This design comes from an exercise in tuning for small area, a short achievable clock period and few clock cycles per item on the open sky130 flow, not from production work.
Only simulation tests tie the RTL to the original design; equivalence was not proved.

==> trial 88: inputs <==
==> flow/design.v <==
module kx_recover (
    input  wire        clk,
    input  wire        rst,
    input  wire        hdr_we,
    input  wire [5:0]  hdr_addr,
    input  wire [7:0]  hdr_wdata,
    input  wire        start,
    input  wire [6:0]  cfg_hdr_len,
    input  wire [19:0] cfg_ct_len,
    output wire        busy,
    input  wire        in_valid,
    output wire        in_ready,
    input  wire [31:0] in_data,
    output reg         out_valid,
    output reg  [31:0] out_data,
    output reg  [2:0]  out_count,
    output wire        done,
    output wire [3:0]  res_code,
    input  wire [5:0]  ks_addr,
    output wire [7:0]  ks_data
);
    localparam [3:0] E_NONE = 4'd0, E_EMPTY = 4'd2, E_SHORT = 4'd6;
    reg         busy_q;
    reg         done_q;
    reg  [3:0]  code_q;
    reg  [19:0] arem;         
    reg         lastw;        
    reg  [6:0]  ks_len;
    reg  [6:0]  hq;           
    reg         s1, s2, s3;   
    reg         fixq;         
    reg  [7:0]  hdr [0:63];
    reg  [7:0]  ks  [0:63];
    reg  [7:0]  kx  [0:1];    
    reg         der;          
    reg         wpost;        
    reg         first;        
    reg  [5:0]  p;            
    reg  [1:0]  b;            
    reg  [3:0]  dmask;        
    reg  [4:0]  ws;           
    reg  [31:0] r0;           
    reg  [4:0]  ra;           
    wire acc      = in_valid && busy_q && !fixq;
    wire start_ok = start && !busy_q;
    assign busy      = busy_q;
    assign in_ready  = busy_q && !fixq;
    assign done      = done_q;
    assign res_code  = code_q;
    wire [3:0]  hsel   = ws[3:0];
    wire [31:0] hdr_rd = {hdr[{hsel, 2'd3}], hdr[{hsel, 2'd2}],
                          hdr[{hsel, 2'd1}], hdr[{hsel, 2'd0}]};
    wire [3:0]  kl     = busy_q ? ra[3:0] : ks_addr[5:2];
    wire [31:0] ks_rd  = {ks[{kl, 2'd3}], ks[{kl, 2'd2}], ks[{kl, 2'd1}], ks[{kl, 2'd0}]};
    assign ks_data = ({1'b0, ks_addr} < ks_len) ? ks_rd[8*ks_addr[1:0] +: 8] : 8'd0;
    wire [31:0] fresh = hdr_rd ^ in_data;
    wire [31:0] fp;
    assign fp[ 7: 0] = fresh[7:0];
    assign fp[15: 8] = s1 ? fresh[7:0] : fresh[15:8];
    assign fp[23:16] = (s1 || s2) ? fresh[7:0] : fresh[23:16];
    assign fp[31:24] = s2 ? fresh[15:8] : (s1 || s3) ? fresh[7:0] : fresh[31:24];
    wire [63:0] win = {ra[4] ? {16'd0, kx[1], kx[0]} : ks_rd, r0};
    wire [31:0] kw  = win[8*b +: 32];
    wire [31:0] kk;
    genvar gj;
    generate
        for (gj = 0; gj < 4; gj = gj + 1) begin : lane
            assign kk[8*gj +: 8] = dmask[gj] ? fp[8*gj +: 8] : kw[8*gj +: 8];
        end
    endgenerate
    wire [31:0] ksw0 = {ks[3], ks[2], ks[1], ks[0]};
    wire [6:0] t    = {1'b0, p} + 7'd4;
    wire       wrap = (t >= hq);
    wire [6:0] u    = t - hq;
    wire [6:0] pn   = !wrap ? t : (u >= hq) ? u - hq : u;
    wire [6:0] en   = hq - t;
    reg  [3:0] dm_n;
    integer j;
    always @(*)
        for (j = 0; j < 4; j = j + 1)
            dm_n[j] = (en > j);
    integer i;
    always @(posedge clk) begin
        for (i = 0; i < 64; i = i + 1)
            if (hdr_we && !busy_q && hdr_addr == i)
                hdr[i] <= hdr_wdata;
    end
    wire wr_k = (acc && (der || wpost)) || fixq;
    always @(posedge clk) begin
        for (i = 0; i < 64; i = i + 1)
            if (wr_k && ws == (i / 4))
                ks[i] <= kk[8*(i % 4) +: 8];
        for (i = 0; i < 2; i = i + 1)
            if (wr_k && ws == 5'd16)
                kx[i] <= kk[8*i +: 8];
    end
    always @(posedge clk) begin
        out_data  <= kk ^ in_data;
        out_count <= (lastw && arem[1:0] != 2'd0) ? {1'b0, arem[1:0]} : 3'd4;
        if (start_ok) begin
            hq    <= (cfg_hdr_len < 7'd3) ? 7'd4 : cfg_hdr_len;
            s1    <= (cfg_hdr_len == 7'd1);
            s2    <= (cfg_hdr_len == 7'd2);
            s3    <= (cfg_hdr_len == 7'd3);
            der   <= 1'b1;
            wpost <= 1'b0;
            first <= 1'b1;
            p     <= 6'd0;
            b     <= 2'd0 - cfg_hdr_len[1:0];
            dmask <= 4'b1111;
            ws    <= 5'd0;
            ra    <= 5'd0;
            arem  <= cfg_ct_len;
            lastw <= (cfg_ct_len <= 20'd4);
        end else if (acc) begin
            first <= 1'b0;
            p     <= pn[5:0];
            der   <= der && !wrap;
            wpost <= der && wrap;
            ws    <= ws + 5'd1;
            dmask <= (der && !wrap) ? dm_n : 4'b0000;
            if (wrap) begin
                r0 <= first ? kk : ksw0;
                ra <= (first && s3) ? 5'd0 : 5'd1;
                b  <= pn[1:0];
            end else begin
                r0 <= win[63:32];
                ra <= der ? 5'd0 : ra + 5'd1;
                b  <= der ? b : pn[1:0];
            end
            arem  <= arem - 20'd4;
            lastw <= (arem <= 20'd8);
        end else if (fixq) begin
            ra <= 5'd1;
        end
    end
    always @(posedge clk) begin
        if (rst) begin
            busy_q    <= 1'b0;
            done_q    <= 1'b0;
            out_valid <= 1'b0;
            fixq      <= 1'b0;
            ks_len    <= 7'd0;
            code_q    <= E_NONE;
        end else begin
            done_q    <= 1'b0;
            out_valid <= acc;
            fixq      <= acc && first && s3 && !lastw;
            if (start_ok) begin
                code_q <= E_NONE;
                if (cfg_ct_len == 20'd0) begin
                    code_q <= E_EMPTY;
                    done_q <= 1'b1;
                    ks_len <= 7'd0;
                end else if (cfg_ct_len < {13'd0, cfg_hdr_len}) begin
                    code_q <= E_SHORT;
                    done_q <= 1'b1;
                    ks_len <= 7'd0;
                end else begin
                    busy_q <= 1'b1;
                    ks_len <= cfg_hdr_len;
                end
            end else if (acc && lastw) begin
                done_q <= 1'b1;
                busy_q <= 1'b0;
            end
        end
    end
endmodule
==> flow/run.sh <==
#!/bin/bash
# synth_recipe.tcl (not shown) runs the flow's synth.tcl, then flattens the netlist and writes it again
# the make line also repeats each setting of config.mk as NAME=value (left out here)
make -C /OpenROAD-flow-scripts/flow DESIGN_CONFIG=/design/flow/config.mk WORK_HOME=/design/flow/orfs CLKGATE_MAP_FILE= SYNTH_SCRIPT=/design/flow/synth_recipe.tcl finish
==> flow/config.mk <==
export PLATFORM = sky130hd
export DESIGN_NAME = kx_recover
export DESIGN_NICKNAME = kx_recover
export VERILOG_FILES = /design/flow/design.v
export SDC_FILE = /design/flow/constraint.sdc
export NUM_CORES = 4
export LEC_CHECK = 0
export CAP_MARGIN = 20
export CORE_MARGIN = 2
export CORE_UTILIZATION = 45
export PLACE_DENSITY = 0.6
export SETUP_SLACK_MARGIN = 4
export SLEW_MARGIN = 20
export TNS_END_PERCENT = 10
==> flow/constraint.sdc <==
create_clock -name core_clock -period 10.0 [get_ports {clk}]
set_input_delay 2.0000 -clock core_clock [delete_from_list [all_inputs] [get_ports {clk}]]
set_output_delay 2.0000 -clock core_clock [all_outputs]
set_load 0.01 [all_outputs]
==> trial 26: changes against trial 88 <==
==> flow/design.v, changed modules only <==
module kx_recover (
    input  wire        clk,
    input  wire        rst,
    input  wire        hdr_we,
    input  wire [5:0]  hdr_addr,
    input  wire [7:0]  hdr_wdata,
    input  wire        start,
    input  wire [6:0]  cfg_hdr_len,
    input  wire [19:0] cfg_ct_len,
    output wire        busy,
    input  wire        in_valid,
    output wire        in_ready,
    input  wire [31:0] in_data,
    output wire        out_valid,
    output wire [31:0] out_data,
    output wire [2:0]  out_count,
    output wire        done,
    output wire [3:0]  res_code,
    input  wire [5:0]  ks_addr,
    output wire [7:0]  ks_data
);
    localparam [3:0] E_NONE = 4'd0, E_EMPTY = 4'd2, E_SHORT = 4'd6;
    reg         busy_q;
    reg         done_q;
    reg  [3:0]  code_q;
    reg  [19:0] arem;         
    reg         lastw;        
    reg  [6:0]  ks_len;
    reg  [6:0]  hq;
    reg  [7:0]  hdr [0:63];
    reg  [7:0]  ks  [0:63];
    reg         der;          
    reg  [5:0]  p;            
    reg  [3:0]  umask;        
    reg  [1:0]  zrot;         
    reg  [31:0] r0, r1;       
    reg  [4:0]  ra;           
    reg         h1;           
    wire acc      = in_valid && busy_q;
    wire start_ok = start && !busy_q;
    assign busy      = busy_q;
    assign in_ready  = busy_q;
    assign done      = done_q;
    assign res_code  = code_q;
    assign out_valid = acc;
    assign out_count = (lastw && arem[1:0] != 2'd0) ? {1'b0, arem[1:0]} : 3'd4;
    wire [3:0]  dmask = der ? ~umask : 4'b0000;
    wire [3:0]  hsel = p[5:2];
    wire [31:0] hdr_rd = {hdr[{hsel, 2'd3}], hdr[{hsel, 2'd2}],
                          hdr[{hsel, 2'd1}], hdr[{hsel, 2'd0}]};
    wire [3:0]  ksel = busy_q ? ra[3:0] : ks_addr[5:2];
    wire [31:0] ks_rd  = {ks[{ksel, 2'd3}], ks[{ksel, 2'd2}],
                          ks[{ksel, 2'd1}], ks[{ksel, 2'd0}]};
    assign ks_data = ({1'b0, ks_addr} < ks_len) ? ks_rd[8*ks_addr[1:0] +: 8] : 8'd0;
    wire [31:0] fresh = hdr_rd ^ in_data;
    wire [31:0] ksw0  = {ks[3], ks[2], ks[1], ks[0]};
    wire [31:0] ksw1  = {ks[7], ks[6], ks[5], ks[4]};
    wire        w0    = der && (hsel == 4'd0);
    wire        w1    = der && (hsel == 4'd1);
    wire [31:0] z0    = w0 ? fresh : ksw0;
    wire [31:0] z1    = w1 ? fresh : ksw1;
    wire [63:0] win   = {r1, r0};
    genvar gj;
    generate
        for (gj = 0; gj < 4; gj = gj + 1) begin : lane
            wire [2:0] wsel = {1'b0, p[1:0]} + gj;
            wire [1:0] zsel = h1 ? 2'd0 : zrot + gj;
            wire [7:0] kw = win[8*wsel +: 8];
            wire [7:0] kz = z0[8*zsel +: 8];
            wire [7:0] k  = umask[gj] ? kz : kw;
            assign out_data[8*gj +: 8] = dmask[gj] ? hdr_rd[8*gj +: 8]
                                                   : (k ^ in_data[8*gj +: 8]);
        end
    endgenerate
    wire [6:0] t    = {1'b0, p} + 7'd4;
    wire       wrap = (t >= hq);
    wire [6:0] u    = t - hq;
    wire [6:0] u2   = u - hq;
    wire [6:0] pn7  = h1 ? 7'd0 : !wrap ? t : (u >= hq) ? u2 : u;
    wire [6:0] hh   = start_ok ? cfg_hdr_len : hq;
    wire [6:0] pp   = start_ok ? 7'd0 : pn7;
    wire [6:0] e    = hh - pp;            
    reg  [3:0] um_n;
    integer j;
    always @(*)
        for (j = 0; j < 4; j = j + 1)
            um_n[j] = (e <= j);
    integer i;
    always @(posedge clk) begin
        for (i = 0; i < 64; i = i + 1)
            if (hdr_we && !busy_q && hdr_addr == i)
                hdr[i] <= hdr_wdata;
    end
    always @(posedge clk) begin
        for (i = 0; i < 64; i = i + 1)
            if (acc && dmask[i % 4] && hsel == (i / 4))
                ks[i] <= fresh[8*(i % 4) +: 8];
    end
    always @(posedge clk) begin
        if (start_ok || acc) begin
            p     <= pp[5:0];
            umask <= um_n;
            zrot  <= 2'd0 - e[1:0];
        end
        if (start_ok) begin
            der  <= 1'b1;
            hq   <= cfg_hdr_len;
            h1   <= (cfg_hdr_len == 7'd1);
            ra   <= 5'd2;
            arem <= cfg_ct_len;
            lastw <= (cfg_ct_len <= 20'd4);
        end else if (acc) begin
            if (wrap) begin
                der <= 1'b0;
                r0  <= z0;
                r1  <= z1;
                ra  <= 5'd2;
            end else begin
                r0  <= r1;
                r1  <= ks_rd;
                ra  <= ra + 5'd1;
            end
            arem  <= arem - 20'd4;
            lastw <= (arem <= 20'd8);
        end
    end
    always @(posedge clk) begin
        if (rst) begin
            busy_q <= 1'b0;
            done_q <= 1'b0;
            ks_len <= 7'd0;
            code_q <= E_NONE;
        end else begin
            done_q <= 1'b0;
            if (start_ok) begin
                code_q <= E_NONE;
                if (cfg_ct_len == 20'd0) begin
                    code_q <= E_EMPTY;
                    done_q <= 1'b1;
                    ks_len <= 7'd0;
                end else if (cfg_ct_len < {13'd0, cfg_hdr_len}) begin
                    code_q <= E_SHORT;
                    done_q <= 1'b1;
                    ks_len <= 7'd0;
                end else begin
                    busy_q <= 1'b1;
                    ks_len <= cfg_hdr_len;
                end
            end else if (acc && lastw) begin
                done_q <= 1'b1;
                busy_q <= 1'b0;
            end
        end
    end
endmodule
--- a/flow/config.mk
+++ b/flow/config.mk
@@ -8,7 +8,5 @@
 export CAP_MARGIN = 20
 export CORE_MARGIN = 2
-export CORE_UTILIZATION = 45
-export PLACE_DENSITY = 0.6
-export SETUP_SLACK_MARGIN = 4
+export CORE_UTILIZATION = 30
+export PLACE_DENSITY = 0.5
 export SLEW_MARGIN = 20
-export TNS_END_PERCENT = 10
==> build 66: changes against trial 88 <==
==> flow/flow/run.sh (new file) <==
#!/bin/bash
# The standard layout, with two changes: ports are buffered with buf_2 cells,
# and clock tree synthesis inserts no dummy loads. The make output goes to
# flow_make.log in this folder; each step's own log is under orfs/logs.
set -euo pipefail
bash standard.sh \
  "BUFFER_PORTS_ARGS=-buffer_cell sky130_fd_sc_hd__buf_2" \
  "CTS_ARGS=-sink_clustering_enable -repair_clock_nets -sink_clustering_size 24 -sink_clustering_max_diameter 60 -buf_list sky130_fd_sc_hd__clkbuf_16 -dont_use_dummy_load" \
  finish > flow_make.log 2>&1
==> flow/standard.sh (new file) <==
#!/bin/bash
# synth_recipe.tcl (not shown) runs the flow's synth.tcl, then flattens the netlist and writes it again
# the make line also repeats each setting of config.mk as NAME=value (left out here)
make -C /OpenROAD-flow-scripts/flow DESIGN_CONFIG=/design/flow/config.mk WORK_HOME=/design/flow/orfs CLKGATE_MAP_FILE= SYNTH_SCRIPT=/design/flow/synth_recipe.tcl "${@:-finish}"
--- a/flow/config.mk
+++ b/flow/config.mk
@@ -8,6 +8,6 @@
 export CAP_MARGIN = 20
 export CORE_MARGIN = 2
-export CORE_UTILIZATION = 45
-export PLACE_DENSITY = 0.6
+export CORE_UTILIZATION = 60
+export PLACE_DENSITY = 0.72
 export SETUP_SLACK_MARGIN = 4
 export SLEW_MARGIN = 20
removed: flow/run.sh
==> comparison table <==
metric	build 66	trial 88	trial 26
Run status	timing/DRC/antenna clean	timing/DRC/antenna clean	timing/DRC/antenna clean
Global-route wire length before repair	254 mm	257 mm	287 mm
Startpoint of the most critical register-to-register path	ws[1]	ws[3]	p[4]
Sequential cell area	0.0346 mm²	0.0346 mm²	0.0342 mm²
Net Sw Frac	27.6%	27.4%	35.7%
Reg-to-reg slack, setup	4.39 ns	4.28 ns	2.75 ns
Number of warnings reported in the yosys synthesis log	4	4	3
Start-to-end type of the worst setup path	in -> out	in -> out	reg -> out
Met3 demand-to-capacity share in global routing	12.7%	8.66%	4.14%
Count of sequential standard cells	1176	1176	1145
Well Taps	1080	1488	2310
Layout non-clock buf frac	4.82%	5.82%	4.17%
Routed length on met1	61.4 mm	71.4 mm	84.3 mm
Maximum vdd drop	0.221 mV	0.174 mV	0.186 mV
Fraction of the mapped netlist area in compound gates	13.9%	13.9%	15.1%
Ratio of cells with drive above 1 in the final layout	16.3%	16.1%	12.0%
Fraction of area in registers	61.7%	58.5%	56.5%
Routed wire length	180 mm	185 mm	211 mm
Setup repair after global routing missed its margin	yes	yes	no
Testbench counts of trial 88, summed over its fixed seeds: cycles 31,315, bytes 123,176.
Testbench counts of trial 26, summed over its fixed seeds: cycles 31,315, bytes 123,176.
Testbench counts of build 66, summed over its fixed seeds: cycles 31,315, bytes 123,176.

separate check: timing with driven ports:
The results above use ideal ports. As a check the final layouts listed here were re-extracted and re-timed, cells and wires unchanged. Step 1 (the two cells are an assumption about what drives the block):
set clk [get_ports {clk}]
set_driving_cell -lib_cell sky130_fd_sc_hd__clkbuf_16 $clk
set_driving_cell -lib_cell sky130_fd_sc_hd__buf_2 [delete_from_list [all_inputs] $clk]
Step 2 adds t to the input delays and takes it off the output delays; t is the mean of the earliest and latest rising clock arrival at the registers after step 1. Input paths then give back, and output paths get back, about the clock's delay inside the block. Slacks: ideal ports / drivers / drivers and shift; pairs: ideal ports / drivers.
run	t (ns)	setup WS [ns]	worst hold slack (ns)	slew at the worst register clock pin (ns)	cell pins on the clock port's net
trial 88	0.796	3.255 / 3.206 / 3.206	0.453 / 0.453 / 0.453	0.07 / 0.07	1
trial 26	0.859	1.442 / 1.371 / 1.564	0.459 / 0.459 / 0.459	0.07 / 0.07	1
build 66	0.707	3.258 / 3.128 / 3.128	0.456 / 0.456 / 0.456	0.10 / 0.10	1
After both steps setup and hold are still met in every run listed. The setup slack of build 66, which loses most, moves by -0.130 ns with the drivers and by -0.130 ns with both steps.
